This design comes from an exercise in tuning for small area, a short achievable clock period and few clock cycles per item on the open sky130 flow, not from production work. Power and IR drop assume default switching activity.

Setup of run a:
==> flow/design.v (excerpt) <==
module conv3x3 (
    input  wire         clk,
    input  wire         rst,
    input  wire         cfg_we,
    input  wire [3:0]   cfg_addr,
    input  wire [31:0]  cfg_wdata,
    input  wire         in_valid,
    output wire         in_ready,
    input  wire [143:0] in_pix,
    input  wire [8:0]   in_mask,
    output wire         out_valid,
    input  wire         out_ready,
    output wire [15:0]  out_pix
);
    localparam SW = 52;      
    localparam DM = 35;      
    localparam QW = 34;      
    localparam K_TOT = 2'd0;
    localparam K_WS  = 2'd1;
    localparam K_PIX = 2'd2;
    localparam D_IDLE = 2'd0;
    localparam D_ITER = 2'd1;
    localparam D_FIN  = 2'd2;
    reg [31:0] wt [0:8];
    reg [31:0] divisor;
    reg [31:0] threshold;
    reg        div_auto;
    reg        dyn_div;
    reg        lane16;
    integer n;
    always @(posedge clk) begin
        if (cfg_we) begin
            case (cfg_addr)
                4'd9:    divisor   <= cfg_wdata;
                4'd10:   threshold <= cfg_wdata;
                4'd11:   begin
                             div_auto <= cfg_wdata[0];
                             dyn_div  <= cfg_wdata[1];
                             lane16   <= cfg_wdata[2];
                         end
                default: begin
                             for (n = 0; n < 9; n = n + 1)
                                 if (cfg_addr == n) wt[n] <= cfg_wdata;
                         end
            endcase
        end
    end
    reg        active;        
    reg [1:0]  ph;            
    reg [3:0]  jj;            
    reg        cd_ok;         
    reg        in_ready_r;
    reg        dig_v;
    reg [1:0]  dig_kind;
    reg        dig_first;
    reg        dig_last;
    reg        dig_usew;
    reg [8:0]  d_one, d_two, d_neg;
    reg          acc_done;
    reg [1:0]    acc_kind;
    reg          acc_usew;
    reg [SW-1:0] acc_s, acc_c;
    reg          s2_v, s2_wait;
    reg [50:0]   s2_n;
    reg          s2_sneg;
    reg [DM-1:0] s2_d;
    reg          s2_dneg;
    reg [DM-1:0] cd_r;
    reg          cd_neg;
    reg [15:0]   out_r;
    reg          out_v;
    wire [3:0] jtop      = lane16 ? 4'd8 : 4'd4;
  ...
For scale: ~6000 cells after synthesis, roughly 880 flip-flops, about 210 I/O pins.
Settings: LEC_CHECK=0, CAP_MARGIN=20, CORE_MARGIN=2, CORE_UTILIZATION=60, SLEW_MARGIN=20; clock period 12.5 ns.
standard.sh (not shown) runs the stock make flow with config.mk's settings and CLKGATE_MAP_FILE= SYNTH_SCRIPT=/design/flow/synth_recipe.tcl, a recipe that flattens the netlist after the stock synthesis.
==> flow/flow/run.sh <==
#!/bin/bash
# The standard layout (standard.sh, unchanged synthesis), with two changes in how it
# is made: timing repair aims for 8 ns of extra setup slack, so the resizer keeps
# improving paths past the 12.5 ns constraint, and clock tree synthesis clusters more
# sinks per leaf buffer and inserts no dummy loads. Each tool's output is in standard.log.
set -o pipefail
bash standard.sh SETUP_SLACK_MARGIN=8 \
  "CTS_ARGS=-sink_clustering_enable -repair_clock_nets -sink_clustering_size 25 -sink_clustering_max_diameter 90 -dont_use_dummy_load" \
  finish > standard.log 2>&1
Relative to run a, the following input files were edited for run b:
diff --git a/flow/design.v b/flow/design.v
--- a/flow/design.v
+++ b/flow/design.v
@@ -57,15 +57,15 @@
     reg        dig_usew;
     reg [8:0]  d_one, d_two, d_neg;
     reg          acc_done;
     reg [1:0]    acc_kind;
     reg          acc_usew;
     reg [SW-1:0] acc_s, acc_c;
     reg          s2_v, s2_wait;
-    reg [50:0]   s2_n;
+    reg [50:0]   s2_n;      
     reg          s2_sneg;
     reg [DM-1:0] s2_d;
     reg          s2_dneg;
     reg [DM-1:0] cd_r;
     reg          cd_neg;
     reg [15:0]   out_r;
     reg          out_v;
@@ -122,35 +122,43 @@
     wire [287:0] wflat = {wt[8], wt[7], wt[6], wt[5], wt[4], wt[3], wt[2], wt[1], wt[0]};
     wire [SW-1:0] as4 = dig_first ? {SW{1'b0}} : {acc_s[SW-3:0], 2'b00};
     wire [SW-1:0] ac4 = dig_first ? {SW{1'b0}} : {acc_c[SW-3:0], 2'b00};
     wire [SW-1:0] ra, rb;
     c3_mac u_mac (.one(d_one), .two(d_two), .neg(d_neg), .w(wflat), .as(as4), .ac(ac4), .ra(ra), .rb(rb));
     wire [SW-1:0] racc    = acc_s + acc_c;
     wire [SW-1:0] rm1     = acc_s + acc_c + {SW{1'b1}};
+    wire          acc_neg = racc[SW-1];
+    wire [SW-1:0] acc_abs = acc_neg ? ~rm1 : racc;
     wire          tot_div = (acc_kind == K_TOT) && !div_auto;
-    wire [SW-1:0] dsx     = {{(SW-32){divisor[31]}}, divisor};
-    wire          abs_neg = tot_div ? divisor[31] : racc[SW-1];
-    wire [SW-1:0] abs_out = tot_div ? (divisor[31] ? (~dsx + 1'b1) : dsx) :
-                            (racc[SW-1] ? ~rm1 : racc);
-    wire          acc_zero = &(~((acc_s ^ acc_c) ^ {(acc_s[SW-2:0] | acc_c[SW-2:0]), 1'b0}));
-    wire          abs_zero = tot_div ? ~|divisor : acc_zero;
-    wire [DM-1:0] abs_d   = {abs_out[DM-1:1], abs_out[0] | abs_zero};
+    wire [31:0]   dabs    = divisor[31] ? (~divisor + 1'b1) : divisor;
+    wire          abs_neg = tot_div ? divisor[31] : acc_neg;
+    wire [DM-1:0] abs_mag = tot_div ? {3'd0, dabs} : acc_abs[DM-1:0];
+    wire          abs_zero = tot_div ? ~|divisor : ~|racc;
+    wire [DM-1:0] abs_d   = {abs_mag[DM-1:1], abs_mag[0] | abs_zero};
     wire [31:0] T = threshold;
     wire t_small8  = (T[31:10] == 22'd0) | ((&T[31:10]) & (T[9:8] != 2'b00));
     wire t_small16 = (T[31:18] == 14'd0) | ((&T[31:18]) & (T[17:16] != 2'b00));
     reg  [1:0] msel;       
     always @(posedge clk) msel <= lane16 ? (t_small16 ? 2'd1 : 2'd2) : (t_small8 ? 2'd0 : 2'd2);
+    reg [50:0] nrot;
+    always @(*) begin
+        case (msel)
+            2'd0:    nrot = {acc_abs[9:0],  acc_abs[50:10]};
+            2'd1:    nrot = {acc_abs[17:0], acc_abs[50:18]};
+            default: nrot = {acc_abs[33:0], acc_abs[50:34]};
+        endcase
+    end
     reg [40:0]   nhi;     
     reg [QW-1:0] nlo;     
     reg [5:0]    kit;     
     always @(*) begin
         case (msel)
-            2'd0:    begin nhi = s2_n >> 10; nlo = {s2_n[9:0],  24'd0}; kit = 6'd8;  end
-            2'd1:    begin nhi = s2_n >> 18; nlo = {s2_n[17:0], 16'd0}; kit = 6'd16; end
-            default: begin nhi = s2_n >> 34; nlo = s2_n[33:0];          kit = 6'd32; end
+            2'd0:    begin nhi = {6'd0, s2_n[40:0]};   nlo = {s2_n[50:17] & {{10{1'b1}}, 24'd0}}; kit = 6'd8;  end
+            2'd1:    begin nhi = {8'd0, s2_n[32:0]};   nlo = {s2_n[50:17] & {{18{1'b1}}, 16'd0}}; kit = 6'd16; end
+            default: begin nhi = {24'd0, s2_n[16:0]};  nlo = s2_n[50:17];                          kit = 6'd32; end
         endcase
     end
     wire ovf = (nhi >= {6'd0, s2_d});
     reg          pin, pout;           
     reg [1:0]    dst  [0:1];
     reg [5:0]    dcnt [0:1];
     reg [DM-1:0] rem  [0:1];
@@ -278,16 +286,16 @@
             acc_s    <= ra;
             acc_c    <= rb;
             acc_usew <= dig_usew;
         end
         if (cpa_go) begin
             case (acc_kind)
                 K_PIX: begin
-                    s2_n    <= abs_out[50:0];
-                    s2_sneg <= abs_neg;
+                    s2_n    <= nrot;
+                    s2_sneg <= acc_neg;
                     if (!acc_usew) begin
                         s2_d    <= cd_r;
                         s2_dneg <= cd_neg;
                     end
                 end
                 K_WS: begin
                     s2_d    <= abs_d;
### Flow results
Having completed the whole flow, run b delivered a layout that passed the timing, DRC and antenna checks.
On wire length, run b does worse than run a.
Re number of enable flip-flop cells after synthesis: no difference whatsoever between run b and run a.
Boundary pin count: run b vs run a, no meaningful difference
Diff run a -> run b: non-clock buffer share of cell area rose by 1.9 points; combinational power share rose by 4.3 points.
Worst-case setup slack after placement delta (run b − run a): unfavourable
Run b — total power consumption of the routed design about 13% higher, run a as reference
The clock-buffer cell count number comes out lower for run b vs run a.
No run of this note included a check of the RTL's function; only the layout flow was run.

what the ideal ports hide:
In the flow no input, the clock included, has a driving cell. The finished layouts below were timed again as built, in two steps.
Step 1 sets driving cells, clkbuf_16 on the clock port and buf_2 on the other inputs (assumed; they add their load-dependent delay and slew).
Step 2 also shifts input and output timing later by t, the mid clock arrival at the registers, as if the neighbouring blocks saw the same clock.
a / b / c = no drivers / after step 1 / after step 2; a / b = the first two.
run | t, ns | slack for setup (ns) | cell pins on the clock port's net
run a | 0.724 | 7.824 / 7.824 / 7.494 | 1
run b | 0.724 | 7.626 / 7.626 / 7.359 | 1
After both steps setup and hold are still met in every run listed. The setup slack of run a, which loses most, moves by 0.000 ns with the drivers and by -0.330 ns with both steps.
